This design comes from an exercise in tuning for small area on the open sky130 flow, not from production work. RTL that was checked went through simulation tests only; none was proved equivalent to the original. Function not checked in runs 1 to 3: the RTL went through the layout flow alone. Power and IR drop assume default switching activity.

==> flow/flow/run.sh <==
#!/bin/bash
# Own layout flow: the standard synthesis, then the combinational logic between the
# (unchanged) registers is re-mapped by ABC for area, then the standard layout from the
# floorplan on, with smaller port buffers and a clock tree without dummy loads.
# Each tool's output goes to a log file of its own in the work folder.
set -uo pipefail
W=$(pwd)
F=$W/flow
R=$W/orfs/results/${FLOW_PLATFORM}/bdi_core/base
L=$W/orfs/logs/${FLOW_PLATFORM}/bdi_core/base
LIB=$FLOW_HOME/platforms/${FLOW_PLATFORM}/lib/sky130_fd_sc_hd__tt_025C_1v80.lib
YOSYS=$FLOW_HOME/../tools/install/yosys/bin/yosys
[[ -x $YOSYS ]] || YOSYS=yosys

# 1. standard synthesis
bash standard.sh synth > $W/run_1_synth.log 2>&1 || { echo "standard synth failed"; exit 1; }
cp $R/1_2_yosys.v $W/std_1_2_yosys.v

# 2. re-map the logic between the registers
DONTUSE=$(grep -m1 -o '^abc .*' $L/1_2_yosys.log | grep -o '\-dont_use [A-Za-z0-9_]*' | tr '\n' ' ')
SEQ=$(grep -o '^ *sky130_fd_sc_hd__\(df\|edf\|sdf\|dl\)[a-z0-9_]* ' $W/std_1_2_yosys.v | sort -u | tr -d ' ' | tr '\n' ' ')
cat > $W/remap.ys <<EOC
read_liberty -ignore_miss_func $LIB
blackbox $SEQ
read_verilog $W/std_1_2_yosys.v
hierarchy -top $FLOW_TOP
flatten
rename -hide w:*.*
opt -purge
abc -script $F/area.abc -liberty $LIB $DONTUSE
opt_clean -purge
setundef -zero
hilomap -singleton -hicell sky130_fd_sc_hd__conb_1 HI -locell sky130_fd_sc_hd__conb_1 LO
insbuf -buf sky130_fd_sc_hd__buf_4 A X
splitnets
opt_clean -purge
stat -liberty $LIB
write_verilog -noattr -nohex -nodec $W/remap_1_2_yosys.v
EOC
if timeout 1200 $YOSYS -s $W/remap.ys > $W/run_2_remap.log 2>&1 \
   && python3 $F/check_regs.py $W/std_1_2_yosys.v $W/remap_1_2_yosys.v > $W/run_2_check_regs.log 2>&1; then
  cp $W/remap_1_2_yosys.v $R/1_2_yosys.v
  echo "using the re-mapped netlist"
else
  echo "re-map refused; keeping the standard netlist"
fi
touch $R/1_2_yosys.v

# 3. layout from the floorplan on
CTS_OPTS="-buf_list sky130_fd_sc_hd__clkbuf_16 -sink_clustering_size 30 -sink_clustering_max_diameter 60"
bash standard.sh \
  "BUFFER_PORTS_ARGS=-buffer_cell sky130_fd_sc_hd__buf_1" \
  "CTS_ARGS=-sink_clustering_enable -repair_clock_nets -dont_use_dummy_load ${CTS_OPTS}" \
  finish > $W/run_3_layout.log 2>&1 || { echo "layout failed"; exit 1; }
ls -l $W/out/final.def
==> flow/flow/area.abc <==
&get -n; &st; &deepsyn -T 120; &synch2; &nf -R 1000; &put
==> flow/flow/check_regs.py <==
# Checks that two netlists hold the same registers: same instance names, same cell types.
import re, sys
def regs(path):
    out = {}
    for m in re.finditer(r'^\s*(sky130_fd_sc_hd__(?:df|edf|sdf|dl)\w*)\s+(\S+)\s*\(', open(path).read(), re.M):
        out[m.group(2)] = m.group(1)
    return out
a, b = regs(sys.argv[1]), regs(sys.argv[2])
print(len(a), "registers in", sys.argv[1]); print(len(b), "registers in", sys.argv[2])
if a != b or not a:
    print("registers differ"); sys.exit(1)
print("registers match")
==> flow/standard.sh <==
#!/bin/bash
# synth_recipe.tcl (not shown) runs the flow's synth.tcl, then flattens the netlist and writes it again
# the make line also repeats each setting of config.mk as NAME=value (left out here)
make -C /OpenROAD-flow-scripts/flow DESIGN_CONFIG=/design/flow/config.mk WORK_HOME=/design/flow/orfs CLKGATE_MAP_FILE= SYNTH_SCRIPT=/design/flow/synth_recipe.tcl "${@:-finish}"
==> flow/config.mk <==
export PLATFORM = sky130hd
export DESIGN_NAME = bdi_core
export DESIGN_NICKNAME = bdi_core
export VERILOG_FILES = /design/flow/design.v
export SDC_FILE = /design/flow/constraint.sdc
export NUM_CORES = 4
export LEC_CHECK = 0
export ABC_AREA = 1
export CAP_MARGIN = 20
export CORE_MARGIN = 2
export CORE_UTILIZATION = 40
export SLEW_MARGIN = 40
==> flow/constraint.sdc <==
create_clock -name core_clock -period 10.0 [get_ports {clk}]
set_input_delay 2.0000 -clock core_clock [delete_from_list [all_inputs] [get_ports {clk}]]
set_output_delay 2.0000 -clock core_clock [all_outputs]
set_load 0.01 [all_outputs]
==> flow/design.v <==
module bdi_core #(
  parameter N_CELLS    = 16,
  parameter T_SETTLE   = 4,
  parameter T_ACTION   = 1000,
  parameter T_DEBOUNCE = 4000
) (
  input             clk,
  input             rst,
  input             cmd_valid,
  output            cmd_ready,
  input      [31:0] cmd_word,
  input             btn1_n,
  input             btn2_n,
  output reg        ser,
  output            srclk,
  output            clr_n,
  output            rclk,
  output            oe_n,
  output reg        ind1,
  output reg        ind2,
  output     [2:0]  res,
  output reg [1:0]  ev,
  output            halted,
  output     [2:0]  flt,
  output     [15:0] finfo,
  output     [31:0] fcmd
);
  localparam OP_NOP    = 6'h00, OP_ENC   = 6'h01, OP_DEC    = 6'h02, OP_BSD   = 6'h03,
             OP_LSD    = 6'h04, OP_MAPCLR= 6'h05, OP_MAPU   = 6'h06, OP_MAPD  = 6'h07,
             OP_BUILD  = 6'h08, OP_INIT  = 6'h09, OP_PUSH   = 6'h0A, OP_SAMPLE= 6'h0B,
             OP_IND    = 6'h0C, OP_INDCLR= 6'h0D, OP_WAIT   = 6'h0E, OP_CYCLE = 6'h0F,
             OP_RUN    = 6'h10;
  localparam F_LEN = 3'd1, F_STATE = 3'd2, F_CELL = 3'd3, F_DOT = 3'd4,
             F_NOINIT = 3'd5, F_ILLEGAL = 3'd6;
  localparam S_IDLE   = 4'd0,
             S_EXEC   = 4'd1,
             S_WAIT   = 4'd3,    
             S_SAMPLE = 4'd4,    
             S_HOLD   = 4'd5,    
             S_COOL   = 4'd6,    
             S_LSTART = 4'd7,    
             S_CLR    = 4'd8,    
             S_REL    = 4'd9,    
             S_SER    = 4'd10,   
             S_HI     = 4'd11,   
             S_LO     = 4'd12,   
             S_LATCH  = 4'd13,   
             S_LDONE  = 4'd14;   
  localparam L_INIT = 3'b000, L_RUNINIT = 3'b001,
             L_PF   = 3'b100, L_POS = 3'b101, L_NEG = 3'b110, L_ZERO = 3'b111;
  reg [4:0]  st;
  reg [11:0] cnt;         
  reg [2:0]  lop;
  reg        run_mode;
  reg        link_init;
  reg [31:0] cmd_qn;       
  wire [31:0] cmd_q = ~cmd_qn;
  reg [1:0]  res_q;
  reg         f_built;      
  reg [191:0] fb;
  wire [3:0]  s_cell = fb[3:0];
  wire [2:0]  s_dot  = fb[6:4];
  wire [1:0]  s_code = fb[8:7];
  reg [191:0] pm_d;       
  reg [15:0] pm_flag;
  reg [7:0]  hi_min;      
  assign halted    = st[4];
  assign cmd_ready = (st == {1'b0, S_IDLE});
  assign srclk     = (st == {1'b0, S_HI});
  assign rclk      = (st == {1'b0, S_LATCH});
  assign clr_n     = (st != {1'b0, S_CLR});
  assign oe_n      = ~link_init;
  assign res       = {1'b0, res_q};
  wire [5:0]  op  = cmd_q[31:26];
  wire [7:0]  cel = cmd_q[25:18];
  wire [2:0]  dot = cmd_q[17:15];
  wire [2:0]  tag = cmd_q[2:0];
  wire [11:0] len = cmd_q[11:0];
  reg illegal;
  always @* begin
    case (op)
      OP_NOP, OP_MAPCLR, OP_BUILD, OP_INIT, OP_SAMPLE, OP_INDCLR, OP_CYCLE, OP_RUN:
                       illegal = (cmd_q[25:0] != 0);
      OP_ENC:          illegal = (cmd_q[25:3] != 0);
      OP_DEC, OP_IND:  illegal = (cmd_q[25:2] != 0);
      OP_BSD, OP_LSD:  illegal = (cmd_q[14:3] != 0);
      OP_MAPU:         illegal = (cmd_q[17:3] != 0);
      OP_MAPD:         illegal = 1'b0;
      OP_PUSH:         illegal = (cmd_q[25:12] != 0);
      OP_WAIT:         illegal = (cmd_q[25:2] != 0) || (cmd_q[1:0] == 2'd3);
      default:         illegal = 1'b1;
    endcase
  end
  reg        bld_bad;
  reg [1:0]  bld_v;
  integer c;
  always @* begin
    bld_bad = 1'b0;
    bld_v   = 2'd0;
    for (c = 15; c >= 0; c = c - 1)
      if (pm_flag[c] && pm_d[12*c+2]) begin
        bld_bad = 1'b1;
        bld_v   = pm_d[12*c +: 2];
      end
  end
  wire hi_any = (hi_min[7:4] != 4'd0);
  reg [2:0]  fc;
  reg [15:0] fi;
  always @* begin
    fc = 3'd0;
    fi = 16'd0;
    if (illegal) begin
      fc = F_ILLEGAL; fi = {10'd0, op};
    end else begin
      case (op)
        OP_ENC: if (tag[2]) begin fc = F_STATE; fi = {13'd0, tag}; end
        OP_BSD, OP_LSD: begin
          if (cel[7:4] != 4'd0) begin
            fc = F_CELL; fi = {8'd0, cel};
          end else if ((op == OP_BSD) ? (dot[2] & dot[1]) : (dot == 3'd0 || dot == 3'd7)) begin
            fc = F_DOT; fi = {13'd0, dot};
          end else if (tag[2]) begin
            fc = F_STATE; fi = {13'd0, tag};
          end
        end
        OP_BUILD: begin
          if (bld_bad) begin
            fc = F_STATE; fi = {13'd0, 1'b1, bld_v};
          end else if (hi_any) begin
            fc = F_CELL; fi = {8'd0, hi_min};
          end
        end
        OP_PUSH: begin
          if (len != 12'd192) begin
            fc = F_LEN; fi = {4'd0, len};
          end else if (!link_init) fc = F_NOINIT;
        end
        OP_CYCLE: if (!link_init) fc = F_NOINIT;
        default: ;
      endcase
    end
  end
  wire fault = (fc != 3'd0);
  wire [2:0] hc = st[2:0];
  wire       hb = st[3];
  assign flt   = {3{halted}} & hc;
  assign finfo = ({16{halted && hc == F_LEN}}              & {4'd0, len}) |
                 ({16{halted && hc == F_STATE && !hb}}     & {13'd0, tag}) |
                 ({16{halted && hc == F_STATE && hb}}      & {13'd0, 1'b1, bld_v}) |
                 ({16{halted && hc == F_CELL && !hb}}      & {8'd0, cel}) |
                 ({16{halted && hc == F_CELL && hb}}       & {8'd0, hi_min}) |
                 ({16{halted && hc == F_DOT}}              & {13'd0, dot}) |
                 ({16{halted && hc == F_ILLEGAL}}          & {10'd0, op});
  assign fcmd  = ~({32{~halted}} | cmd_qn);
  wire in_exec  = (st == {1'b0, S_EXEC});
  wire exec_ok  = in_exec && !fault;
  wire cmd_keep = in_exec || halted;
  wire        is_mapu = (op == OP_MAPU);
  wire [17:0] mt = cmd_q[17:0] | {{5{tag & {3{is_mapu}}}}, 3'd0};
  wire        m_bad = mt[2] | mt[5] | mt[8] | mt[11] | mt[14] | mt[17];
  reg  [1:0]  m_v;        
  always @* begin
    m_v = mt[1:0];
    if      (mt[2])  m_v = mt[1:0];
    else if (mt[5])  m_v = mt[4:3];
    else if (mt[8])  m_v = mt[7:6];
    else if (mt[11]) m_v = mt[10:9];
    else if (mt[14]) m_v = mt[13:12];
    else if (mt[17]) m_v = mt[16:15];
  end
  wire [11:0] m_dat = {mt[16:15], mt[13:12], mt[10:9], mt[7:6], mt[4], mt[3] | m_bad, m_v};
  wire map_wr  = exec_ok && !rst && (op == OP_MAPU || op == OP_MAPD);
  wire map_clr = rst || (exec_ok && op == OP_MAPCLR);
  wire do_build = exec_ok && (op == OP_BUILD);
  wire do_bsd   = exec_ok && (op == OP_BSD || op == OP_LSD);
  wire [11:0] dec = cnt - 12'd1;
  wire        s0  = (cnt[1:0] == 2'd0);
  wire        idx_end = (cnt[9:2] == {4'd15, 3'd5, 1'b1});    
  wire        c0  = (cnt == 12'd0);
  wire [11:0] dec_lo = {dec[11:6], (dec[5:3] == 3'd7) ? 3'd5 : dec[5:3], dec[2:0]};
  reg [11:0] cnt_n;
  wire [3:0] pc = cnt[9:6];
  wire [2:0] pd = cnt[5:3];
  wire       po = cnt[2];
  reg [11:0] sel_do;
  reg [15:0] sel_c;
  reg [15:0] cbit;
  reg        fbit;
  integer j;
  always @* begin
    for (j = 0; j < 12; j = j + 1) sel_do[j] = ({pd, po} == j);
    for (j = 0; j < 16; j = j + 1) sel_c[j] = (pc == j);
    for (j = 0; j < 16; j = j + 1) cbit[j] = |(fb[12*j +: 12] & sel_do);
    fbit = |(cbit & sel_c);
  end
  wire sbit = (pc == s_cell) && (pd == s_dot) && s_code[po];
  wire pbit = (lop[1:0] == 2'd0) ? (f_built ? fbit : sbit) :
              (lop[1:0] == 2'd1) ? ~po :
              (lop[1:0] == 2'd2) ? po : 1'b0;
  wire pbit0 = (lop[1:0] == 2'd0) ? (f_built ? fb[191] : (s_cell == 4'd15 && s_dot == 3'd5 && s_code[1])) :
               (lop[1:0] == 2'd2);
  wire [1:0] btn_ev = !btn1_n ? 2'd1 : !btn2_n ? 2'd2 : 2'd0;
  wire [2:0] sd_dot = (op == OP_LSD) ? dot - 3'd1 : dot;
  always @* begin
    cnt_n  = cnt;
    case (st)
      {1'b0, S_EXEC}:
        if (op == OP_WAIT)
          cnt_n = (cmd_q[1:0] == 2'd0) ? T_SETTLE - 1 :
                  (cmd_q[1:0] == 2'd1) ? T_ACTION - 1 : T_DEBOUNCE - 1;
      {1'b0, S_WAIT}, {1'b0, S_HOLD}, {1'b0, S_COOL}: cnt_n = dec;
      {1'b0, S_LSTART}: cnt_n = {2'b00, 4'd15, 3'd5, 1'b1, 2'd3};
      {1'b0, S_CLR}, {1'b0, S_REL}, {1'b0, S_SER}, {1'b0, S_LO}, {1'b0, S_LATCH}:
        cnt_n = {cnt[11:2], dec[1:0]};
      {1'b0, S_HI}: cnt_n = dec_lo;
      {1'b0, S_LDONE}: cnt_n = (lop == L_ZERO) ? T_DEBOUNCE - 1 : T_ACTION - 1;
      default: ;
    endcase
  end
  always @(posedge clk) begin
    cmd_qn <= ~(({32{cmd_ready}} & cmd_word) | ({32{cmd_keep}} & cmd_q));
    cnt   <= cnt_n;
    if (rst) begin
      st        <= S_IDLE;
      link_init <= 1'b0;
      ser       <= 1'b0;
      res_q     <= 2'd0;
      ev        <= 2'd0;
      ind1      <= 1'b0;
      ind2      <= 1'b0;
      f_built   <= 1'b0;
    end else begin
      case (st)
        {1'b0, S_IDLE}: if (cmd_valid) st <= S_EXEC;
        {1'b0, S_EXEC}: begin
          st <= S_IDLE;
          if (fault) st <= {1'b1, op == OP_BUILD, fc};
          else begin
            case (op)
              OP_ENC: res_q <= tag[1:0];
              OP_DEC: res_q <= cmd_q[1:0];
              OP_BSD, OP_LSD: f_built <= 1'b0;
              OP_BUILD: f_built <= 1'b1;
              OP_INIT: begin
                lop <= L_INIT;
                st  <= S_LSTART;
              end
              OP_PUSH: begin
                lop <= L_PF;
                st  <= S_LSTART;
              end
              OP_SAMPLE: ev <= btn_ev;
              OP_IND: begin
                if (cmd_q[1]) ind2 <= cmd_q[0];
                else          ind1 <= cmd_q[0];
              end
              OP_INDCLR: begin
                ind1 <= 1'b0;
                ind2 <= 1'b0;
              end
              OP_WAIT: st <= S_WAIT;
              OP_CYCLE: begin
                run_mode <= 1'b0;
                st       <= S_SAMPLE;
              end
              OP_RUN: begin
                run_mode <= 1'b1;
                lop      <= L_RUNINIT;
                st       <= S_LSTART;
              end
              default: ;
            endcase
          end
        end
        {1'b0, S_WAIT}: if (c0) st <= S_IDLE;
        {1'b0, S_SAMPLE}: begin
          if (!run_mode) ev <= btn_ev;
          if (!btn1_n) begin
            ind1 <= 1'b1;
            lop  <= L_POS;
            st   <= S_LSTART;
          end else if (!btn2_n) begin
            ind2 <= 1'b1;
            lop  <= L_NEG;
            st   <= S_LSTART;
          end else if (!run_mode) st <= S_IDLE;
        end
        {1'b0, S_HOLD}: if (c0) begin
          lop <= L_ZERO;
          st  <= S_LSTART;
        end
        {1'b0, S_COOL}: if (c0) st <= run_mode ? S_SAMPLE : S_IDLE;
        {1'b0, S_LSTART}: begin
          ser <= lop[2] & pbit0;
          st  <= lop[2] ? S_SER : S_CLR;
        end
        {1'b0, S_CLR}: if (s0) st <= S_REL;
        {1'b0, S_REL}: if (s0) begin
          link_init <= 1'b1;
          st        <= S_LDONE;
        end
        {1'b0, S_SER}: if (s0) st <= S_HI;
        {1'b0, S_HI}: if (s0) st <= S_LO;
        {1'b0, S_LO}: if (s0) begin
          if (idx_end) st <= S_LATCH;
          else begin
            ser <= pbit;
            st  <= S_SER;
          end
        end
        {1'b0, S_LATCH}: if (s0) st <= S_LDONE;
        {1'b0, S_LDONE}: begin
          case (lop)
            L_RUNINIT: st <= S_SAMPLE;
            L_POS, L_NEG: st <= S_HOLD;
            L_ZERO: begin
              ind1 <= 1'b0;
              ind2 <= 1'b0;
              st   <= S_COOL;
            end
            default: st <= S_IDLE;
          endcase
        end
        default: ;
      endcase
    end
  end
  wire        nbuild = ~do_build;
  reg  [15:0] we_c, nwe_c, ld_c;
  reg  [191:0] pm_d_n;
  reg  [15:0] pm_flag_n;
  reg  [191:0] fb_n;
  integer i;
  always @* begin
    for (i = 0; i < 16; i = i + 1) begin
      we_c[i]  = map_wr && (cel == i);
      nwe_c[i] = ~we_c[i] & ~map_clr;    
      ld_c[i]  = do_build & ~pm_flag[i];
      pm_d_n[12*i +: 12] = ({12{we_c[i]}} & m_dat) | ({12{nwe_c[i]}} & pm_d[12*i +: 12]);
      pm_flag_n[i] = (we_c[i] & m_bad) | (~we_c[i] & pm_flag[i]) | map_clr;
      fb_n[12*i +: 12] = ({12{ld_c[i]}} & pm_d[12*i +: 12]) | ({12{nbuild}} & fb[12*i +: 12]);
    end
    fb_n[8:0] = ({9{ld_c[0]}} & pm_d[8:0]) | ({9{do_bsd}} & {tag[1:0], sd_dot, cel[3:0]}) |
                ({9{nbuild & ~do_bsd}} & fb[8:0]);
    fb_n[8:7] = fb_n[8:7] & {2{~rst}};
  end
  always @(posedge clk) begin
    pm_d    <= pm_d_n;
    pm_flag <= pm_flag_n;
    fb      <= fb_n;
    if (map_clr) hi_min <= 8'd0;
    else if (map_wr && cel[7:4] != 4'd0 && (!hi_any || cel < hi_min)) hi_min <= cel;
  end
endmodule
==> qor.csv, run 1 <==
metric;value;unit
status;complete, no violations;
die_w;213;um
path_max_fanout;5;
grt_start_max_net_pins;116;
finalWeightedCongestion;0.946;
syn_to_final_growth;14.0;%
clkLatencyLatePin;590;ps
post_cts_resized;0;
drtIter0Drc;1624;
drt.antenna.violating_nets;0;
routed_via_density;5.91;
setup_viol_count_final;0;
overflow;0;
fillers;4212;
post_cts_buffers;0;
drtPass1Iterations;8;
fin_nets;2055;
rr_startpoint;cmd_qn[28];
rsz0062_at_grt;false;
core;43200;um^2
post-route-drc-count;0;
leakage;7.03;nW
rows;76;
grt_pass1_wl;88500;um
fin_crit_sh;52.4;%
cp-startpoint;pm_d[182];
clkTransAtPathRegs;100;ps
hold_viol;0;
wire_per_inst;22.4;um
drive_gt1_share;5.70;%
final.setup.tns;0;ps
layout_commonest_cell;dfxtp_1;
irDropWorstVdd;0.000162;V
reg2reg_depth;11;
dp_hpwl;37600;um
skew;66.1;ps
crit_type;reg -> out;
postLayoutCoreUtil;46.3;%
slew_headroom;39.2;%
design.die.area;45500;um^2
max_freq;191;MHz
required;8000;ps
vias;15400;
antenna_found_initial;1;
cts-hold-fix-buffers;0;
cellPowerDensity;240;nW/um^2
period_needed;5240;ps
clock-sinks;470;
netlist_area;17500;um^2
cts-root-buf;clkbuf_16;
whs_path_depth;1;
start_util;40.6;%
critPathCaptureType;output port;
ios;102;
avgSynthCellArea;9.47;um^2
wl;58300;um
detailedPlace.worstSlack;5020;ps
cts_tree;yes;
min_path_type;reg -> reg;
setup_ws;4760;ps
final_cell_mix;454 x dfxtp_1, 289 x nand2_1, 238 x o21ai_0;
numCtsBuffers;35;
power;0.00479;W
grt_pass1_vias;14500;
htree_levels;2;
max-cap-violations;0;
start_kind;flip-flop;
grt_usage;25.5;%
synthCells;1850;
portBuffers;96;
hp-start;pm_d[70];
n_antenna_cell;0;
critPathArrivalTime;3240;ps
clockBufferDepth;3;
yosysWarnings;1;
slew_viol_final;0;
die_h;213;um
tightest_slew;907;ps
holdWs;452;ps
==> per-layer routing <==
layer | GRT usage (%) | part of all wire (%) | wire length, um | vias to the layer above
met5 | 0 | 0 | 0 | -
met4 | 9.70 | 3.7 | 2140 | 0
met3 | 3.65 | 6.6 | 3860 | 118
met2 | 41.5 | 46 | 26700 | 587
met1 | 34.4 | 44 | 25600 | 7443
li1 | - | - | - | 7228
==> per-stage QoR <==
stage / std cells / area, um^2
after global placement: 2564 / 19000
final: 2601 / 20000
after CTS: 2601 / 20000
after detailed placement: 2566 / 19100
after floorplan: 1854 / 17500
after global routing: 2601 / 20000
==> flip-flops by register name, indices dropped and copies added (netlist names) <==
name,cells
st,5
ind1,1
cmd_qn,32
hi_min,8
ser,1
pm_d,192
res_q,2
fb,192
lop,3
pm_flag,16
f_built,1
link_init,1
ev,2
ind2,1
run_mode,1
cnt,12
==> path summary, 6_finish.rpt <==
check / end / slack [ps]
setup reg to reg: pm_d[113] / 4850
hold reg to reg: fb[70] / 450
setup / recovery: finfo[0] / 4760
hold / removal: fb[70] / 450
==> worst max-delay path: stages (launching register included) <==
cell and delay (ps):
dfxtp_1 440, nand3_1 110, a21oi_1 140, a311oi_1 60
o21ai_0 150, o21ai_0 90, a211oi_1 390, a221oi_1 150
nand2_1 90, o21ai_0 110, o211ai_1 270, o2111ai_1 310
nand3_1 190, buf_1 160
==> cell type report <==
| cell class | count | area [um^2] | area share [%] |
|---|---|---|---|
| Sequential cell | 470 | 9570 | 47.9 |
| Timing Repair Buffer | 132 | 683 | 3.42 |
| Inverter | 28 | 105 | 0.526 |
| Multi-Input combinational cell | 1351 | 8020 | 40.1 |
| Tap cell | 585 | 732 | 3.66 |
| Clock buffer | 35 | 876 | 4.38 |
==> where the power goes <==
group / leakage [nW] / total, W / switching, W / internal, W
clock network: 0.431 / 0.00126 / 0.000638 / 0.000621
logic: 2.78 / 0.00120 / 0.000854 / 0.000351
registers: 3.82 / 0.00233 / 0.000284 / 0.00204
total: 7.03 / 0.00479 / 0.00177 / 0.00302
==> run 2: changes to the inputs <==
--- a/flow/config.mk
+++ b/flow/config.mk
@@ -6,7 +6,7 @@
 export NUM_CORES = 4
 export LEC_CHECK = 0
 export ABC_AREA = 1
-export CAP_MARGIN = 20
+export CAP_MARGIN = 10
 export CORE_MARGIN = 2
 export CORE_UTILIZATION = 40
-export SLEW_MARGIN = 40
+export SLEW_MARGIN = 10
==> run 2 against run 1 <==
Against the previous run: combinational power barely moved; worst setup slack worse by 320 ps; sequential power barely moved.
==> qor.csv, run 2 <==
metric;value;unit;change
status;complete, no violations;;unchanged
route.met3.wl;3640;um;was 3860 um
die_h;213;um;unchanged
n_antenna_cell;0;;unchanged
final.setup.tns;0;ps;unchanged
synthCells;1850;;unchanged
max-cap-violations;0;;unchanged
yosysWarnings;1;;unchanged
slew_headroom;15.8;%;was 39.2%
rsz0062_at_grt;false;;unchanged
clkLatencyLatePin;580;ps;was 590 ps
post_cts_buffers;0;;unchanged
crit_type;reg -> reg;;was reg -> out
cts_tree;yes;;unchanged
dp_hpwl;37200;um;was 37600 um
p_comb_share;24.8;%;was 25.1%
final_cell_mix;454 x dfxtp_1, 289 x nand2_1, 238 x o21ai_0;;unchanged
cp_slowest_cell;nor3_1;;was dfxtp_1
drtIter0Drc;1525;;was 1624
multi_input_area;7930;um^2;was 8020 um^2
critPathCaptureType;flip-flop;;was output port
setup_viol_count_final;0;;unchanged
numCtsBuffers;35;;unchanged
met2WireLength;26300;um;was 26700 um
post-route-drc-count;0;;unchanged
die_w;213;um;unchanged
leakage;6.99;nW;was 7.03 nW
final_cells;2599;;was 2601
hold_viol;0;;unchanged
intPower;0.00300;W;was 0.00302 W
critPathArrivalTime;5960;ps;was 3240 ps
fin_nets;2053;;was 2055
holdWs;451;ps;was 452 ps
drtPass1Iterations;5;;was 8
cts-root-buf;clkbuf_16;;unchanged
irDropWorstVdd;0.000153;V;was 0.000162 V
tightest_slew;1260;ps;was 907 ps
netlist_area;17500;um^2;unchanged
post_cts_resized;0;;unchanged
power;0.00477;W;was 0.00479 W
core;43200;um^2;unchanged
clockBufferDepth;3;;unchanged
start_util;40.6;%;unchanged
finalWeightedCongestion;0.946;;unchanged
clkTransAtPathRegs;90;ps;was 100 ps
worst-path-buf-inv;0;;was 1
wl;58300;um;about the same
critPathMaxStageDelay;930;ps;was 440 ps
wire_per_inst;22.4;um;about the same
design.die.area;45500;um^2;unchanged
grt_usage;25.4;%;was 25.5%
routed_via_density;5.91;;about the same
slew_viol_final;0;;unchanged
drt.antenna.violating_nets;0;;unchanged
met1Wirelength;25800;um;was 25600 um
skew;59.4;ps;was 66.1 ps
seqPwrFrac;48.7;%;was 48.6%
rows;76;;unchanged
grt_start_max_net_pins;203;;was 116
drive_gt1_share;4.42;%;was 5.70%
min_path_type;reg -> reg;;unchanged
portBuffers;96;;unchanged
vias;15400;;about the same
max_freq;180;MHz;was 191 MHz
antenna_found_initial;0;;was 1
fillers;4251;;was 4212
required;10390;ps;was 8000 ps
ios;102;;unchanged
clock-sinks;470;;unchanged
postLayoutCoreUtil;45.9;%;was 46.3%
top_layer_used;met5;;was met4
sw_frac_of_total;37.1;%;about the same
overflow;0;;unchanged
dpl.cell_count;2564;;was 2566
fin_crit_sh;55.7;%;was 52.4%
cellPowerDensity;240;nW/um^2;about the same
htree_levels;2;;unchanged
path_cells;o21ai_0 -> or4b_1 -> a211oi_1 -> o21ai_0 -> a221oi_1 -> and3_1 -> nand2_1 -> or4_1 -> nor3_1 -> a21oi_1 -> nand2_1 -> o21ai_0;;was nand3_1 -> a21oi_1 -> a311oi_1 -> o21ai_0 -> o21ai_0 -> a211oi_1 -> a221oi_1 -> nand2_1 -> o21ai_0 -> o211ai_1 -> o2111ai_1 -> nand3_1 -> buf_1
avgSynthCellArea;9.47;um^2;unchanged
largest_registers;fb x192, pm_d x192, cmd_qn x32;;unchanged
path_max_fanout;16;;was 5
clockPowerShare;26.5;%;was 26.3%
seq_area;9570;um^2;unchanged
timing.critical_path.mode_cell;o21ai_0;;unchanged
crit_family;simple AND/OR/NAND/NOR gates;;was compound AO/OA/AOI/OAI gates
period_needed;5570;ps;was 5240 ps
layout_commonest_cell;dfxtp_1;;unchanged
start_kind;flip-flop;;unchanged
p_sw;0.00177;W;about the same
grt_pass1_vias;14500;;about the same
cts-hold-fix-buffers;0;;unchanged
syn_to_final_growth;13.2;%;was 14.0%
grt_pass1_wl;88100;um;was 88500 um
run 2: power by group through the flow:
stage	sequential (W)	combinational, W	clock (W)
CTS	0.00232	0.00116	0.00128
global placement	0.00235	0.00115	0
floorplan	0.00225	0.000620	0
global route	0.00235	0.00125	0.00135
detailed placement	0.00236	0.00116	0
finish	0.00232	0.00118	0.00127
run 2: metal layers:
metal | global-route usage (%) | up-vias
li1 | - | 7238
met1 | 33.9 | 7404
met2 | 40.3 | 584
met3 | 4.09 | 139
met4 | 11.8 | 2
met5 | 1.51 | -
run 2: path summary, 6_finish.rpt:
kind,from,slack (ps),endpoint,cells past startpoint
setup / recovery,cmd_qn[28],4430,pm_d[157],12
hold / removal,pm_d[136],450,fb[136],1
setup reg to reg,cmd_qn[28],4430,pm_d[157],12
hold reg to reg,pm_d[136],450,fb[136],1
run 2: worst register-to-register path: stages (launching register included):
cell	delay, ps
dfxtp_1	740
o21ai_0	320
or4b_1	650
a211oi_1	260
o21ai_0	180
a221oi_1	350
and3_1	400
nand2_1	140
or4_1	500
nor3_1	930
a21oi_1	640
nand2_1	190
o21ai_0	110
run 2: layout make-up:
class / instances / area share (%)
well taps: 585 / 3.69
multi-input cells: 1351 / 40.0
repair buffers: 130 / 3.17
clock buffers: 35 / 4.42
inverters: 28 / 0.530
flip-flops and latches: 470 / 48.2
run 2: per-stage QoR:
stage / worst slack (ps) / area (um^2)
6_report: 4430 / 19800
5_1_grt: 4020 / 19800
4_1_cts: 4550 / 19800
3_5_place_dp: 4540 / 19000
3_3_place_gp: 4820 / 19000
2_1_floorplan: 3290 / 17500
==> run 3: changes to the inputs <==
--- a/flow/flow/run.sh
+++ b/flow/flow/run.sh
@@ -47,7 +47,7 @@
 touch $R/1_2_yosys.v
 
 # 3. layout from the floorplan on
-CTS_OPTS="-buf_list sky130_fd_sc_hd__clkbuf_16 -sink_clustering_size 30 -sink_clustering_max_diameter 60"
+CTS_OPTS="-buf_list sky130_fd_sc_hd__clkbuf_8 -sink_clustering_size 20 -sink_clustering_max_diameter 45"
 bash standard.sh \
   "BUFFER_PORTS_ARGS=-buffer_cell sky130_fd_sc_hd__buf_1" \
   "CTS_ARGS=-sink_clustering_enable -repair_clock_nets -dont_use_dummy_load ${CTS_OPTS}" \
==> flow/flow/area.abc (replaced) <==
&get -n; &st; &deepsyn -T 60; &dch -f; &nf -R 2000; &put
==> run 3 against run 2 <==
Against the previous run: routed wire length rose by 3.3%; area after synthesis fell by 0.16%; largest power group unchanged; highest routed layer is now met4; critical endpoint is now pm_d[15]; critical path depth rose by 3; synthesized cell count fell by 7.0%.
==> qor.csv, run 3 <==
metric;value;unit;change
rsz0062_at_grt;false;;unchanged
final_cell_mix;454 x dfxtp_1, 309 x a22o_1, 173 x nand2_1;;was 454 x dfxtp_1, 289 x nand2_1, 238 x o21ai_0
skew;135;ps;was 59.4 ps
drt.antenna.violating_nets;0;;unchanged
clkLatencyLatePin;690;ps;was 580 ps
fillers;4237;;was 4251
largest_registers;fb x192, pm_d x192, cmd_qn x32;;unchanged
design.die.area;45400;um^2;was 45500 um^2
post_cts_buffers;0;;unchanged
ios;102;;unchanged
die_w;213;um;about the same
core;43200;um^2;unchanged
fin_crit_sh;68.4;%;was 55.7%
grt_pass1_wl;90400;um;was 88100 um
yosysWarnings;1;;unchanged
final.setup.tns;0;ps;unchanged
critPathCaptureType;flip-flop;;unchanged
setup_viol_count_final;0;;unchanged
critPathArrivalTime;7350;ps;was 5960 ps
cts-hold-fix-buffers;0;;unchanged
grt_usage;26.2;%;was 25.4%
drive_gt1_share;4.70;%;was 4.42%
vias;15400;;about the same
post_cts_resized;0;;unchanged
grt_start_max_net_pins;79;;was 203
grt_pass1_vias;14400;;was 14500
avgSynthCellArea;10.2;um^2;was 9.47 um^2
start_kind;flip-flop;;unchanged
clock-sinks;470;;unchanged
fin_area;19500;um^2;was 19800 um^2
cts-root-buf;clkbuf_8;;was clkbuf_16
crit_type;reg -> reg;;unchanged
slew_headroom;20.9;%;was 15.8%
leakage;6.98;nW;was 6.99 nW
timing.critical_path.mode_cell;nor2_1;;was o21ai_0
placed_area;18900;um^2;was 19000 um^2
synthCells;1720;;was 1850
htree_levels;2;;unchanged
cp_slowest_cell;nor2_1;;was nor3_1
finalWeightedCongestion;0.907;;was 0.946
clkTransAtPathRegs;120;ps;was 90 ps
dp_hpwl;38600;um;was 37200 um
clockBufferDepth;3;;unchanged
netlist_area;17500;um^2;about the same
rows;76;;unchanged
fin_nets;1933;;was 2053
layout_commonest_cell;dfxtp_1;;unchanged
hold_viol;0;;unchanged
cts_tree;yes;;unchanged
status;complete, no violations;;unchanged
wl;60200;um;was 58300 um
max-cap-violations;0;;unchanged
multi_input_area;7880;um^2;was 7930 um^2
routed_via_density;6.22;;was 5.91
syn_to_final_growth;11.4;%;was 13.2%
portBuffers;96;;unchanged
antenna_found_initial;0;;unchanged
drtPass1Iterations;6;;was 5
die_h;213;um;about the same
worst-path-buf-inv;1;;was 0
numCtsBuffers;45;;was 35
path_max_fanout;15;;was 16
cellPowerDensity;222;nW/um^2;was 240 nW/um^2
period_needed;6840;ps;was 5570 ps
start_util;40.5;%;was 40.6%
overflow;0;;unchanged
critPathMaxStageDelay;970;ps;was 930 ps
seq_area;9570;um^2;unchanged
max_freq;146;MHz;was 180 MHz
drtIter0Drc;1760;;was 1525
min_path_type;reg -> reg;;unchanged
tightest_slew;1180;ps;was 1260 ps
irDropWorstVdd;0.000179;V;was 0.000153 V
post-route-drc-count;0;;unchanged
slew_viol_final;0;;unchanged
crit_family;simple AND/OR/NAND/NOR gates;;unchanged
required;10510;ps;was 10390 ps
wire_per_inst;24.3;um;was 22.4 um
path_cells;nand2_1 -> nor4_1 -> o22ai_1 -> a2111oi_0 -> clkinv_1 -> a211oi_1 -> nand3_1 -> nor2_1 -> nand2_1 -> nor4_1 -> and2_0 -> nand3b_1 -> nor2_1 -> nor2_1 -> a22o_1;;was o21ai_0 -> or4b_1 -> a211oi_1 -> o21ai_0 -> a221oi_1 -> and3_1 -> nand2_1 -> or4_1 -> nor3_1 -> a21oi_1 -> nand2_1 -> o21ai_0
run 3: per-stage QoR:
step / setup WS, ps / power [W] / std cells / util (%) / hold slack (ps)
floorplan: 2990 / 0.00275 / 1724 / - / 426
global placement: 3610 / 0.00333 / 2434 / 43.7 / 436
detailed placement: 3380 / 0.00333 / 2434 / 43.7 / 442
CTS: 3300 / 0.00433 / 2479 / 45.2 / 435
global route: 2630 / 0.00451 / 2479 / 45.2 / 453
finish: 3160 / 0.00434 / 2480 / 45.2 / 434
run 3: area by class of cell:
cell class | instances | share of cell area [%]
flip-flops and latches | 470 | 49.1
clock buffers | 45 | 3.18
well taps | 585 | 3.75
inverters | 21 | 0.404
multi-input cells | 1228 | 40.4
repair buffers | 130 | 3.16
diodes | 1 | 0.0128
run 3: layer usage:
metal,global-route usage [%],vias to the layer above,part of all wire [%]
met5,0,-,0
met4,10.1,0,3.6
met3,3.50,123,7.8
met2,41.7,761,46
met1,36.3,7528,43
li1,-,7014,-
run 3: path summary, 6_finish.rpt:
| kind | startpoint | end | slack [ps] | cells after the start |
|---|---|---|---|---|
| setup / recovery | cmd_qn[21] | pm_d[15] | 3160 | 15 |
| hold / removal | pm_d[141] | fb[141] | 430 | 1 |
| setup reg to reg | cmd_qn[21] | pm_d[15] | 3160 | 15 |
| hold reg to reg | pm_d[141] | fb[141] | 430 | 1 |
run 3: report_power, final:
group	total (W)	internal [W]	switching, W
sequential	0.00220	0.00199	0.000209
clock	0.00102	0.000401	0.000618
combinational	0.00112	0.000297	0.000827
==> run 4: changes to the inputs <==
--- a/flow/design.v
+++ b/flow/design.v
@@ -182,23 +182,14 @@
   wire [3:0] pc = cnt[9:6];
   wire [2:0] pd = cnt[5:3];
   wire       po = cnt[2];
-  reg [11:0] sel_do;
-  reg [15:0] sel_c;
-  reg [15:0] cbit;
-  reg        fbit;
-  integer j;
-  always @* begin
-    for (j = 0; j < 12; j = j + 1) sel_do[j] = ({pd, po} == j);
-    for (j = 0; j < 16; j = j + 1) sel_c[j] = (pc == j);
-    for (j = 0; j < 16; j = j + 1) cbit[j] = |(fb[12*j +: 12] & sel_do);
-    fbit = |(cbit & sel_c);
-  end
   wire sbit = (pc == s_cell) && (pd == s_dot) && s_code[po];
-  wire pbit = (lop[1:0] == 2'd0) ? (f_built ? fbit : sbit) :
+  wire pbit = (lop[1:0] == 2'd0) ? (f_built ? fb[191] : sbit) :
               (lop[1:0] == 2'd1) ? ~po :
               (lop[1:0] == 2'd2) ? po : 1'b0;
   wire pbit0 = (lop[1:0] == 2'd0) ? (f_built ? fb[191] : (s_cell == 4'd15 && s_dot == 3'd5 && s_code[1])) :
                (lop[1:0] == 2'd2);
+  wire fb_sh = f_built && (lop == L_PF) &&
+               (st == {1'b0, S_LSTART} || (st == {1'b0, S_LO} && s0 && !idx_end));
   wire [1:0] btn_ev = !btn1_n ? 2'd1 : !btn2_n ? 2'd2 : 2'd0;
   wire [2:0] sd_dot = (op == OP_LSD) ? dot - 3'd1 : dot;
   always @* begin
@@ -325,7 +316,7 @@
       endcase
     end
   end
-  wire        nbuild = ~do_build;
+  wire        fb_hold = ~do_build & ~fb_sh;
   reg  [15:0] we_c, nwe_c, ld_c;
   reg  [191:0] pm_d_n;
   reg  [15:0] pm_flag_n;
@@ -338,10 +329,11 @@
       ld_c[i]  = do_build & ~pm_flag[i];
       pm_d_n[12*i +: 12] = ({12{we_c[i]}} & m_dat) | ({12{nwe_c[i]}} & pm_d[12*i +: 12]);
       pm_flag_n[i] = (we_c[i] & m_bad) | (~we_c[i] & pm_flag[i]) | map_clr;
-      fb_n[12*i +: 12] = ({12{ld_c[i]}} & pm_d[12*i +: 12]) | ({12{nbuild}} & fb[12*i +: 12]);
+      fb_n[12*i +: 12] = ({12{ld_c[i]}} & pm_d[12*i +: 12]) | ({12{fb_hold}} & fb[12*i +: 12]) |
+                         ({12{fb_sh}} & {fb[12*i +: 11], (i == 0) ? fb[191] : fb[12*i-1]});
     end
     fb_n[8:0] = ({9{ld_c[0]}} & pm_d[8:0]) | ({9{do_bsd}} & {tag[1:0], sd_dot, cel[3:0]}) |
-                ({9{nbuild & ~do_bsd}} & fb[8:0]);
+                ({9{fb_hold & ~do_bsd}} & fb[8:0]) | ({9{fb_sh}} & {fb[7:0], fb[191]});
     fb_n[8:7] = fb_n[8:7] & {2{~rst}};
   end
   always @(posedge clk) begin
--- a/flow/flow/run.sh
+++ b/flow/flow/run.sh
@@ -47,7 +47,7 @@
 touch $R/1_2_yosys.v
 
 # 3. layout from the floorplan on
-CTS_OPTS="-buf_list sky130_fd_sc_hd__clkbuf_8 -sink_clustering_size 20 -sink_clustering_max_diameter 45"
+CTS_OPTS="-buf_list sky130_fd_sc_hd__clkbuf_8 -sink_clustering_size 18 -sink_clustering_max_diameter 40"
 bash standard.sh \
   "BUFFER_PORTS_ARGS=-buffer_cell sky130_fd_sc_hd__buf_1" \
   "CTS_ARGS=-sink_clustering_enable -repair_clock_nets -dont_use_dummy_load ${CTS_OPTS}" \
==> run 4 against run 3 <==
Against the previous run: maximum frequency is 29% higher; sequential cell count stayed put; sequential share of layout area hardly changed; via count fell by 1.9%; final area hardly changed; count of clock-buffer cells in the layout rose by 16; final cell count up 4.6%; clock skew fell by 25 ps; first-iteration DRC count up 4.8%; register-to-register slack improved by 1900 ps; worst setup slack improved by 1500 ps; critical path type is now reg -> out; critical endpoint is now finfo[1].
==> qor.csv, run 4 <==
metric;value;unit;change
status;complete, no violations;;unchanged
clkTransAtPathRegs;90;ps;was 120 ps
cts_tree;yes;;unchanged
skew;110;ps;was 135 ps
drtPass1Iterations;10;;was 6
cellPowerDensity;223;nW/um^2;was 222 nW/um^2
critPathArrivalTime;3330;ps;was 7350 ps
cts-root-buf;clkbuf_8;;unchanged
critPathCaptureType;output port;;was flip-flop
post_cts_buffers;0;;unchanged
largest_registers;fb x192, pm_d x192, cmd_qn x32;;unchanged
yosysWarnings;1;;unchanged
period_needed;5330;ps;was 6840 ps
synthCells;1824;;was 1720
grt_usage;23.0;%;was 26.2%
routed_via_density;5.84;;was 6.22
layout_commonest_cell;dfxtp_1;;unchanged
fin_nets;2047;;was 1933
rr_endpoint;pm_d[176];;was pm_d[15]
cp-startpoint;pm_d[110];;was cmd_qn[21]
reg2reg_depth;13;;was 15
numCtsBuffers;61;;was 45
final_cell_mix;451 x dfxtp_1, 209 x nand2_1, 207 x nor2_1;;was 454 x dfxtp_1, 309 x a22o_1, 173 x nand2_1
cts-hold-fix-buffers;0;;unchanged
min_to;fb[170];;was fb[141]
design.die.area;44900;um^2;was 45400 um^2
portBuffers;96;;unchanged
post-route-drc-count;0;;unchanged
post_cts_resized;0;;unchanged
rsz0062_at_grt;false;;unchanged
min_path_type;reg -> reg;;unchanged
slew_viol_final;0;;unchanged
rows;76;;unchanged
grt_start_max_net_pins;194;;was 79
setup_viol_count_final;0;;unchanged
wl;52500;um;was 60200 um
hold_viol;0;;unchanged
crit_type;reg -> out;;was reg -> reg
leakage;6.95;nW;was 6.98 nW
overflow;0;;unchanged
fin_crit_sh;53.3;%;was 68.4%
rrSetupSlack;5010;ps;was 3160 ps
power;0.00435;W;was 0.00434 W
grt_pass1_vias;14100;;was 14400
drive_gt1_share;5.18;%;was 4.70%
core;42900;um^2;was 43200 um^2
whs_path_depth;2;;was 1
clkLatencyLatePin;700;ps;was 690 ps
ios;102;;unchanged
irDropWorstVdd;0.000184;V;was 0.000179 V
tightest_slew;1290;ps;was 1180 ps
path_max_fanout;6;;was 15
start_kind;flip-flop;;unchanged
clockBufferDepth;3;;unchanged
grt_pass1_wl;81300;um;was 90400 um
antenna_found_initial;1;;was 0
hp-start;fb[170];;was pm_d[141]
drtIter0Drc;1845;;was 1760
clock-sinks;470;;unchanged
max_freq;188;MHz;was 146 MHz
htree_levels;2;;unchanged
netlist_area;17300;um^2;was 17500 um^2
syn_to_final_growth;12.7;%;was 11.4%
die_w;212;um;was 213 um
wire_per_inst;20.3;um;was 24.3 um
max-cap-violations;0;;unchanged
vias;15100;;was 15400
drt.antenna.violating_nets;0;;unchanged
finalWeightedCongestion;0.907;;about the same
n_antenna_cell;0;;was 1
postLayoutCoreUtil;45.5;%;was 45.2%
required;8000;ps;was 10510 ps
avgSynthCellArea;9.49;um^2;was 10.2 um^2
rr_startpoint;cmd_qn[26];;was cmd_qn[21]
start_util;40.3;%;was 40.5%
slew_headroom;14.0;%;was 20.9%
die_h;212;um;was 213 um
dp_hpwl;33800;um;was 38600 um
-- run 4: cell types whose count changed in the layout (fill, tap and decap cells not counted), moves of 34 or more --
cell and delta:
nand2_1 +36, a222oi_1 +143, nor2b_1 -34, clkinv_1 +176
a22o_1 -211, nor2_1 +67
-- run 4: metal layers --
layer,part of all wire [%],wire length [um],track usage (%)
met1,46,24300,33.3
met2,44,23000,34.8
met3,7.4,3890,3.84
met4,2.6,1370,7.48
met5,0,0,0
-- run 4: critical path: stages, from the launching register on --
cell and delay (ps):
dfxtp_1 370, a22oi_1 350, o221ai_1 200, or3_1 330
a21oi_1 160, o221ai_1 160, a31oi_1 300, o221ai_1 320
o311ai_0 230, buf_1 210
-- run 4: how the worst max path moves through the flow --
stage,to,slack (ps)
6_report,finfo[1],4670
5_1_grt,finfo[1],4440
4_1_cts,finfo[1],4600
3_5_place_dp,pm_d[75],5060
3_3_place_gp,pm_d[79],5080
2_1_floorplan,fb[101],-3780
-- run 4: area by class of cell --
type	instances	area, um^2
fillers	4204	23400
flip-flops and latches	470	9580
multi-input cells	1156	7030
clock buffers	61	840
inverters	197	739
well taps	585	732
repair buffers	124	583
-- run 4: power by group --
part,internal (W),switching (W),total (W)
clock network,0.000535,0.000641,0.00118
registers,0.00201,0.000197,0.00221
logic,0.000273,0.000689,0.000961
-- run 4: per-stage QoR --
stage	instances	hold WS, ps	setup WS (ps)	cell area (um^2)	setup TNS (ps)
after floorplan	1828	414	-3780	17400	-678200
after global placement	2532	428	5080	18700	0
after detailed placement	2532	431	5060	18700	0
after CTS	2593	430	4600	19500	0
after global routing	2593	459	4440	19500	0
final	2593	439	4670	19500	0
==> run 5: changes to the inputs <==
--- a/flow/config.mk
+++ b/flow/config.mk
@@ -8,5 +8,5 @@
 export ABC_AREA = 1
 export CAP_MARGIN = 10
 export CORE_MARGIN = 2
-export CORE_UTILIZATION = 40
+export CORE_UTILIZATION = 65
 export SLEW_MARGIN = 10
==> run 5 against run 4 <==
Against the previous run: total power fell by 4.8%; global-route usage rose by 11 points; sequential power barely moved; still clean; sequential cell count did not move; clock skew fell by 12 ps.
==> qor.csv, run 5 <==
metric;value;unit;change
finalWeightedCongestion;0.926;;was 0.907
max_freq;172;MHz;was 188 MHz
critPathCaptureType;flip-flop;;was output port
rows;59;;was 76
post_cts_buffers;0;;unchanged
detailedPlace.worstSlack;4510;ps;was 5060 ps
grt_usage;34.5;%;was 23.0%
use_met2;53.4;%;was 34.8%
synthCells;1824;;unchanged
period_needed;5820;ps;was 5330 ps
min_to;fb[87];;was fb[170]
vias;15500;;was 15100
cts_tree;yes;;unchanged
dp_hpwl;32000;um;was 33800 um
largest_registers;fb x192, pm_d x192, cmd_qn x32;;unchanged
status;complete, no violations;;unchanged
grt_pass1_wl;77900;um;was 81300 um
grt_start_max_net_pins;105;;was 194
yosysWarnings;1;;unchanged
crit_type;reg -> reg;;was reg -> out
top_usage_layer;met2;;unchanged
netlist_area;17300;um^2;unchanged
clkTransAtPathRegs;100;ps;was 90 ps
avgSynthCellArea;9.49;um^2;unchanged
holdWs;403;ps;was 439 ps
max-cap-violations;0;;unchanged
worst-path-buf-inv;0;;was 1
irDropWorstVdd;0.000232;V;was 0.000184 V
required;10470;ps;was 8000 ps
final.setup.tns;0;ps;unchanged
start_util;66.2;%;was 40.3%
hold_viol;0;;unchanged
drive_gt1_share;4.32;%;was 5.18%
skew;97.9;ps;was 110 ps
rsz0062_at_grt;false;;unchanged
cp_slowest_cell;nor2_1;;was dfxtp_1
use_met1;48.7;%;was 33.3%
fin_crit_sh;58.2;%;was 53.3%
final_cell_mix;451 x dfxtp_1, 209 x nand2_1, 206 x nor2_1;;was 451 x dfxtp_1, 209 x nand2_1, 207 x nor2_1
htree_levels;2;;unchanged
clkLatencyLatePin;620;ps;was 700 ps
reg2reg_depth;14;;was 13
wl;49400;um;was 52500 um
dpl.cell_count;2278;;was 2532
cts-hold-fix-buffers;0;;unchanged
wire_per_inst;21.2;um;was 20.3 um
syn_to_final_growth;9.49;%;was 12.7%
rr_startpoint;pm_flag[4];;was cmd_qn[26]
cellPowerDensity;218;nW/um^2;was 223 nW/um^2
fillers;2002;;was 4204
power;0.00414;W;was 0.00435 W
layout_commonest_cell;dfxtp_1;;unchanged
path_cells;nand2_1 -> and2_0 -> nand3_1 -> nor4_1 -> a21oi_1 -> a21o_1 -> or2_0 -> nor2b_1 -> nand2_1 -> nor4_1 -> nand4b_1 -> nor2_1 -> nor2_1 -> a22o_1;;was a22oi_1 -> o221ai_1 -> or3_1 -> a21oi_1 -> o221ai_1 -> a31oi_1 -> o221ai_1 -> o311ai_0 -> buf_1
clockBufferDepth;3;;unchanged
grtUsageMet3;6.41;%;was 3.84%
post_cts_resized;0;;unchanged
path_max_fanout;14;;was 6
post-route-drc-count;0;;unchanged
n_antenna_cell;0;;unchanged
numCtsBuffers;46;;was 61
drtPass1Iterations;10;;unchanged
portBuffers;96;;unchanged
slew_viol_final;0;;unchanged
start_kind;flip-flop;;unchanged
routed_via_density;6.67;;was 5.84
min_path_type;reg -> reg;;unchanged
final_cells;2324;;was 2593
whs_path_depth;2;;unchanged
fin_nets;2028;;was 2047
crit_family;simple AND/OR/NAND/NOR gates;;was compound AO/OA/AOI/OAI gates
design.die.area;27900;um^2;was 44900 um^2
setup_ws;4180;ps;was 4670 ps
overflow;0;;unchanged
leakage;6.82;nW;was 6.95 nW
core;26100;um^2;was 42900 um^2
tightest_slew;1220;ps;was 1290 ps
critPathArrivalTime;6300;ps;was 3330 ps
clock-sinks;470;;unchanged
antenna_found_initial;1;;unchanged
rrSetupSlack;4180;ps;was 5010 ps
cts-root-buf;clkbuf_8;;unchanged
setup_viol_count_final;0;;unchanged
hp-start;fb[86];;was fb[170]
rr_endpoint;pm_d[69];;was pm_d[176]
ios;102;;unchanged
die_h;167;um;was 212 um
drtIter0Drc;2550;;was 1845
critPathMaxStageDelay;1010;ps;was 370 ps
slew_headroom;18.4;%;was 14.0%
grt_pass1_vias;14300;;was 14100
drt.antenna.violating_nets;0;;unchanged
die_w;167;um;was 212 um
## run 5: cell count changes in the layout (fill, tap and decap cells not counted)
cell      delta
buf_12       -1
buf_4        -3
clkbuf_8    -15
nor2_1       -1
nor2_2       +1
## run 5: area by class of cell
class,count,area [um^2],share of cell area [%]
flip-flops and latches,470,9580,50.5
multi-input cells,1156,7040,37.1
inverters,197,739,3.90
clock buffers,46,633,3.34
repair buffers,120,541,2.85
well taps,335,419,2.21
## run 5: worst max path at each step
stage	from	to	slack, ps	depth (start not counted)
2_1_floorplan	st[2]	fb[101]	-3780	8
3_3_place_gp	pm_d[38]	pm_d[67]	4530	13
3_5_place_dp	pm_d[38]	pm_d[67]	4510	13
4_1_cts	pm_flag[4]	pm_d[69]	4440	14
5_1_grt	cmd_qn[8]	pm_d[71]	3840	16
6_report	pm_flag[4]	pm_d[69]	4180	14
## run 5: power breakdown
group          internal [W]  total, W  switching (W)
clock              0.000409  0.000995       0.000586
sequential          0.00201   0.00221       0.000197
combinational      0.000273  0.000935       0.000662
## run 5: metrics by stage
| stage | util (%) | instance area (um^2) |
|---|---|---|
| 6_report | 72.5 | 18900 |
| 5_1_grt | 72.5 | 18900 |
| 4_1_cts | 72.5 | 18900 |
| 3_5_place_dp | 70.0 | 18300 |
| 3_3_place_gp | 70.0 | 18300 |
| 2_1_floorplan | - | 17400 |
## run 5: layer usage
layer,vias to the layer above,routed length (um)
met1,7362,20900
li1,7156,-
met3,118,5000
met5,-,0
met2,874,21800
met4,0,1660
## run 5: worst reg2reg max path: cells and delay by family, from the launching register on
family,cells,cell delay [ps]
AO/OA/AOI/OAI,3,740
AND/OR/NAND/NOR,11,4560
flip-flops,1,370
==> run 6: changes to the inputs <==
--- a/flow/flow/run.sh
+++ b/flow/flow/run.sh
@@ -51,5 +51,6 @@
 bash standard.sh \
   "BUFFER_PORTS_ARGS=-buffer_cell sky130_fd_sc_hd__buf_1" \
   "CTS_ARGS=-sink_clustering_enable -repair_clock_nets -dont_use_dummy_load ${CTS_OPTS}" \
+  "RECOVER_POWER=100" \
   finish > $W/run_3_layout.log 2>&1 || { echo "layout failed"; exit 1; }
 ls -l $W/out/final.def
--- a/flow/config.mk
+++ b/flow/config.mk
@@ -8,5 +8,6 @@
 export ABC_AREA = 1
 export CAP_MARGIN = 10
 export CORE_MARGIN = 2
-export CORE_UTILIZATION = 65
+export CORE_UTILIZATION = 75
+export GPL_TIMING_DRIVEN = 0
 export SLEW_MARGIN = 10
==> run 6 against run 5 <==
Against the previous run: critical endpoint is now fb[80]; hold slack improved by 18 ps; largest cell class unchanged; utilization up 11 points; first-iteration DRC count rose by 18%; largest power group unchanged; the layout now fails its checks (capacitance limit, slew limit).
==> qor.csv, run 6 <==
metric;value;unit;change
grt_pass1_vias;15500;;was 14300
rrSetupSlack;2470;ps;was 4180 ps
routed_via_density;7.18;;was 6.67
hp-start;pm_d[9];;was fb[86]
layout_commonest_cell;dfxtp_1;;unchanged
setup_ws;2470;ps;was 4180 ps
tightest_slew;1840;ps;was 1220 ps
critPathArrivalTime;7950;ps;was 6300 ps
fin_crit_sh;75.3;%;was 58.2%
clock-sinks;470;;unchanged
wire_per_inst;22.6;um;was 21.2 um
die_h;156;um;was 167 um
n_antenna_cell;0;;unchanged
clockBufferDepth;3;;unchanged
hold_viol;0;;unchanged
cts-root-buf;clkbuf_8;;unchanged
post_cts_buffers;0;;unchanged
die_w;156;um;was 167 um
netlist_area;17300;um^2;unchanged
path_cells;nand3_1 -> or3_1 -> a221oi_1 -> nand4_1 -> nor3_1 -> nor2b_1 -> nand2_1 -> nor2_1 -> nor2_1 -> clkbuf_1 -> clkbuf_1 -> clkbuf_1 -> a222oi_1 -> clkinv_1;;was nand2_1 -> and2_0 -> nand3_1 -> nor4_1 -> a21oi_1 -> a21o_1 -> or2_0 -> nor2b_1 -> nand2_1 -> nor4_1 -> nand4b_1 -> nor2_1 -> nor2_1 -> a22o_1
avgSynthCellArea;9.49;um^2;unchanged
ios;102;;unchanged
overflow;0;;unchanged
synthCells;1824;;unchanged
finalWeightedCongestion;0.952;;was 0.926
grt_pass1_wl;80200;um;was 77900 um
fin_area;19000;um^2;was 18900 um^2
core;22600;um^2;was 26100 um^2
rr_endpoint;fb[80];;was pm_d[69]
htree_levels;2;;unchanged
rows;55;;was 59
leakage;6.84;nW;was 6.82 nW
timing.critical_path.mode_cell;clkbuf_1;;
min_to;fb[9];;was fb[87]
required;10420;ps;was 10470 ps
antenna_found_initial;0;;was 1
wl;51600;um;was 49400 um
period_needed;7530;ps;was 5820 ps
cts-hold-fix-buffers;0;;unchanged
numCtsBuffers;45;;was 46
dp_hpwl;33600;um;was 32000 um
max-cap-violations;4;;was 0
crit_type;reg -> reg;;unchanged
setup_viol_count_final;0;;unchanged
drtPass1Iterations;13;;was 10
placed_area;18500;um^2;was 18300 um^2
start_util;76.4;%;was 66.2%
yosysWarnings;1;;unchanged
fin_nets;2034;;was 2028
whs_path_depth;2;;unchanged
portBuffers;96;;unchanged
start_kind;flip-flop;;unchanged
critPathMaxStageDelay;1040;ps;was 1010 ps
clkTransAtPathRegs;90;ps;was 100 ps
vias;16400;;was 15500
min_path_type;reg -> reg;;unchanged
grt_start_max_net_pins;43;;was 105
rsz0062_at_grt;false;;unchanged
max_freq;133;MHz;was 172 MHz
detailedPlace.worstSlack;3790;ps;was 4510 ps
largest_registers;fb x192, pm_d x192, cmd_qn x32;;unchanged
drtIter0Drc;3002;;was 2550
critPathCaptureType;flip-flop;;unchanged
cp_slowest_cell;nor2_1;;unchanged
status;complete, but fails checks;;was complete, no violations
failed_checks;capacitance limit, slew limit;;
post-route-drc-count;0;;unchanged
reg2reg_depth;14;;unchanged
drt.antenna.violating_nets;0;;unchanged
rr_startpoint;cmd_qn[26];;was pm_flag[4]
design.die.area;24300;um^2;was 27900 um^2
syn_to_final_growth;9.55;%;was 9.49%
irDropWorstVdd;0.000220;V;was 0.000232 V
slew_viol_final;154;;was 0
cellPowerDensity;219;nW/um^2;was 218 nW/um^2
grt_usage;41.2;%;was 34.5%
post_cts_resized;0;;unchanged
final_cell_mix;452 x dfxtp_1, 210 x nor2_1, 209 x nand2_1;;was 451 x dfxtp_1, 209 x nand2_1, 206 x nor2_1
skew;92.3;ps;was 97.9 ps
path_max_fanout;37;;was 14
slew_headroom;-22.5;%;was 18.4%
drive_gt1_share;3.96;%;was 4.32%
clkLatencyLatePin;600;ps;was 620 ps
cts_tree;yes;;unchanged
[run 6: area by class of cell]
type,count,area [um^2]
sequential,470,9570
buffer,5,37.5
timing repair buffer,122,601
fill,1291,3690
tap,285,357
clock buffer,45,619
multi-input combinational,1156,7030
inverter,197,739
[run 6: metrics by stage]
stage	instances	TNS [ps]	hold slack (ps)	power (W)	utilization, %
after floorplan	1828	-678200	414	0.00273	-
after global placement	2209	-2934300	425	0.00308	79.9
after detailed placement	2235	0	429	0.00314	81.5
after CTS	2280	0	408	0.00408	84.2
after global routing	2280	0	461	0.00426	83.7
final	2280	0	421	0.00414	83.7
[run 6: per-layer routing]
layer / share of wire [%] / GRT usage, % / up-vias
met3: 12 / 7.50 / 235
met1: 38 / 53.0 / 7729
li1: - / - / 7157
met2: 45 / 66.6 / 1254
met4: 5.1 / 21.8 / 0
met5: 0 / 0 / -
[run 6: how the worst max path moves through the flow]
stage / to / start
6_report: fb[80] / cmd_qn[26]
5_1_grt: fb[71] / cmd_qn[26]
2_1_floorplan: fb[101] / st[2]
3_5_place_dp: pm_d[31] / cmd_qn[26]
3_3_place_gp: fb[65] / st[1]
4_1_cts: pm_d[31] / cmd_qn[26]
[run 6: power breakdown]
group          switching [W]  internal, W  leakage, nW
Combinational       0.000652     0.000258         2.70
Clock               0.000588     0.000401        0.324
Sequential          0.000234      0.00201         3.82
[run 6: critical path, delay by kind of cell, from the launching register on]
| kind | cells | cell delay (ps) |
|---|---|---|
| AOI/OAI and AO/OA | 2 | 910 |
| buffers and inverters | 4 | 2430 |
| DFF | 1 | 740 |
| and+or+nand+nor | 8 | 3230 |
==> run 7: changes to the inputs <==
--- a/flow/flow/run.sh
+++ b/flow/flow/run.sh
@@ -30,14 +30,14 @@
 abc -script $F/area.abc -liberty $LIB $DONTUSE
 opt_clean -purge
 setundef -zero
-hilomap -singleton -hicell sky130_fd_sc_hd__conb_1 HI -locell sky130_fd_sc_hd__conb_1 LO
-insbuf -buf sky130_fd_sc_hd__buf_4 A X
+hilomap -hicell sky130_fd_sc_hd__conb_1 HI -locell sky130_fd_sc_hd__conb_1 LO
 splitnets
 opt_clean -purge
 stat -liberty $LIB
 write_verilog -noattr -nohex -nodec $W/remap_1_2_yosys.v
 EOC
 if timeout 1200 $YOSYS -s $W/remap.ys > $W/run_2_remap.log 2>&1 \
+   && ! grep -q '^ *assign ' $W/remap_1_2_yosys.v \
    && python3 $F/check_regs.py $W/std_1_2_yosys.v $W/remap_1_2_yosys.v > $W/run_2_check_regs.log 2>&1; then
   cp $W/remap_1_2_yosys.v $R/1_2_yosys.v
   echo "using the re-mapped netlist"
@@ -51,6 +51,5 @@
 bash standard.sh \
   "BUFFER_PORTS_ARGS=-buffer_cell sky130_fd_sc_hd__buf_1" \
   "CTS_ARGS=-sink_clustering_enable -repair_clock_nets -dont_use_dummy_load ${CTS_OPTS}" \
-  "RECOVER_POWER=100" \
   finish > $W/run_3_layout.log 2>&1 || { echo "layout failed"; exit 1; }
 ls -l $W/out/final.def
--- a/flow/config.mk
+++ b/flow/config.mk
@@ -8,6 +8,6 @@
 export ABC_AREA = 1
 export CAP_MARGIN = 10
 export CORE_MARGIN = 2
-export CORE_UTILIZATION = 75
+export CORE_UTILIZATION = 65
 export GPL_TIMING_DRIVEN = 0
 export SLEW_MARGIN = 10
==> run 7 against run 6 <==
Against the previous run: the run now finishes clean; sequential share of layout area decreased by 0.49 points; clock skew decreased by 4.2 ps; sequential power about the same; die area increased by 15%; global-route usage decreased by 7.2 points; final cell count increased by 2.2%; total power increased by 0.16%; worst setup slack improved by 1400 ps.
==> qor.csv, run 7 <==
metric;value;unit;change
critPathArrivalTime;6580;ps;was 7950 ps
fin_area;19100;um^2;was 19000 um^2
cellPowerDensity;217;nW/um^2;was 219 nW/um^2
start_util;66.3;%;was 76.4%
drtPass1Iterations;9;;was 13
hold_viol;0;;unchanged
max-cap-violations;0;;was 4
antenna_found_initial;0;;unchanged
vias;15600;;was 16400
dpl.cell_count;2281;;was 2235
slew_headroom;13.6;%;was -22.5%
post-route-drc-count;0;;unchanged
grt_start_max_net_pins;42;;was 43
skew;88.1;ps;was 92.3 ps
power;0.00415;W;was 0.00414 W
drtIter0Drc;2394;;was 3002
yosysWarnings;1;;unchanged
crit_family;simple AND/OR/NAND/NOR gates;;unchanged
layout_commonest_cell;dfxtp_1;;unchanged
period_needed;6130;ps;was 7530 ps
avgSynthCellArea;9.48;um^2;was 9.49 um^2
required;10450;ps;was 10420 ps
rsz0062_at_grt;false;;unchanged
fin_crit_sh;61.3;%;was 75.3%
overflow;0;;unchanged
status;complete, no violations;;was complete, but fails checks
drt.antenna.violating_nets;0;;unchanged
final.setup.tns;0;ps;unchanged
clock-sinks;470;;unchanged
final_cells;2330;;was 2280
critPathCaptureType;flip-flop;;unchanged
p_comb_share;21.9;%;was 22.0%
intPower;0.00270;W;was 0.00267 W
dp_hpwl;32600;um;was 33600 um
final_cell_mix;451 x dfxtp_1, 209 x nand2_1, 207 x nor2_1;;was 452 x dfxtp_1, 210 x nor2_1, 209 x nand2_1
clockBufferDepth;3;;unchanged
core;26100;um^2;was 22600 um^2
critPathMaxStageDelay;1000;ps;was 1040 ps
die_h;167;um;was 156 um
clockPowerShare;24.2;%;was 23.9%
worst-path-buf-inv;0;;was 4
wl;49400;um;was 51600 um
path_max_fanout;15;;was 37
placed_area;18500;um^2;about the same
htree_levels;2;;unchanged
cts-hold-fix-buffers;0;;unchanged
slew_viol_final;0;;was 154
start_kind;flip-flop;;unchanged
min_path_type;reg -> reg;;unchanged
multi_input_area;7040;um^2;was 7030 um^2
cts-root-buf;clkbuf_8;;unchanged
netlist_area;17300;um^2;about the same
grt_pass1_wl;77400;um;was 80200 um
cts_tree;yes;;unchanged
wire_per_inst;21.2;um;was 22.6 um
sw_frac_of_total;35.0;%;was 35.6%
path_cells;nand3_1 -> or3_1 -> a221oi_1 -> nand4_1 -> nor3_1 -> nor2b_1 -> nand2_1 -> nor4_1 -> nand4b_1 -> nor2_1 -> nor2_1 -> a22o_1;;was nand3_1 -> or3_1 -> a221oi_1 -> nand4_1 -> nor3_1 -> nor2b_1 -> nand2_1 -> nor2_1 -> nor2_1 -> clkbuf_1 -> clkbuf_1 -> clkbuf_1 -> a222oi_1 -> clkinv_1
leakage;6.91;nW;was 6.84 nW
setup_viol_count_final;0;;unchanged
postLayoutCoreUtil;73.5;%;was 83.7%
max_freq;163;MHz;was 133 MHz
clkTransAtPathRegs;70;ps;was 90 ps
irDropWorstVdd;0.000211;V;was 0.000220 V
grt_usage;34.0;%;was 41.2%
die_w;167;um;was 156 um
portBuffers;96;;unchanged
tightest_slew;1300;ps;was 1840 ps
crit_type;reg -> reg;;unchanged
finalWeightedCongestion;0.936;;was 0.952
synthCells;1823;;was 1824
numCtsBuffers;47;;was 45
seqPwrFrac;53.9;%;was 54.2%
seq_area;9580;um^2;was 9570 um^2
cp_slowest_cell;nor2_1;;unchanged
post_cts_buffers;0;;unchanged
rows;59;;was 55
timing.critical_path.mode_cell;nor2_1;;was clkbuf_1
grt_pass1_vias;14300;;was 15500
clkLatencyLatePin;600;ps;about the same
routed_via_density;6.68;;was 7.18
post_cts_resized;0;;unchanged
drive_gt1_share;4.56;%;was 3.96%
syn_to_final_growth;10.8;%;was 9.55%
fin_nets;2033;;was 2034
ios;102;;unchanged
design.die.area;27900;um^2;was 24300 um^2
p_sw;0.00145;W;was 0.00147 W
fillers;2015;;was 1291
largest_registers;fb x192, pm_d x192, cmd_qn x32;;unchanged
==> run 7: power by group through the flow <==
stage	registers, W	logic [W]	clock network [W]
6_report	0.00224	0.000910	0.00100
3_3_place_gp	0.00227	0.000828	0
5_1_grt	0.00225	0.000975	0.00108
2_1_floorplan	0.00218	0.000546	0
3_5_place_dp	0.00227	0.000880	0
4_1_cts	0.00223	0.000885	0.00101
==> run 7: per-stage QoR <==
stage / hold slack [ps] / setup WS [ps]
5_1_grt: 426 / 3350
3_3_place_gp: 426 / -17400
2_1_floorplan: 414 / -3780
4_1_cts: 399 / 4060
6_report: 411 / 3870
3_5_place_dp: 429 / 4060
==> run 7: routing by layer <==
layer | part of all wire [%] | global-route usage [%] | vias to the layer above
met1 | 42 | 48.0 | 7433
met5 | 0 | 0 | -
li1 | - | - | 7148
met3 | 9.6 | 5.32 | 128
met2 | 45 | 53.6 | 866
met4 | 3.0 | 11.5 | 0
==> run 7: area by class of cell <==
type                            count  share of cell area (%)
Clock buffer                       47                    3.38
Inverter                          197                    3.86
Antenna cell                        1                  0.0131
Sequential cell                   470                    50.0
Timing Repair Buffer              124                    3.76
Multi-Input combinational cell   1156                    36.8
Tap cell                          335                    2.19
==> run 7: worst reg2reg max path, cell delays in order (launching register included) <==
cell      delay, ps
dfxtp_1         750
nand3_1         280
or3_1           540
a221oi_1        320
nand4_1         240
nor3_1          280
nor2b_1         210
nand2_1         190
nor4_1          850
nand4b_1        590
nor2_1         1000
nor2_1          500
a22o_1          320
==> run 7: path summary, 6_finish.rpt <==
path	to	from	cells after the start	slack (ps)
setup / recovery	pm_d[63]	cmd_qn[26]	12	3870
hold / removal	fb[9]	pm_d[9]	2	410
setup reg to reg	pm_d[63]	cmd_qn[26]	12	3870
hold reg to reg	fb[9]	pm_d[9]	2	410

Check on run 7: ideal ports give 3.869 ns setup slack; a clkbuf_16 on the clock port and buf_2 on the inputs give 3.869 ns; moving port delays by the midpoint clock arrival (0.604 ns) as well gives 3.869 ns.
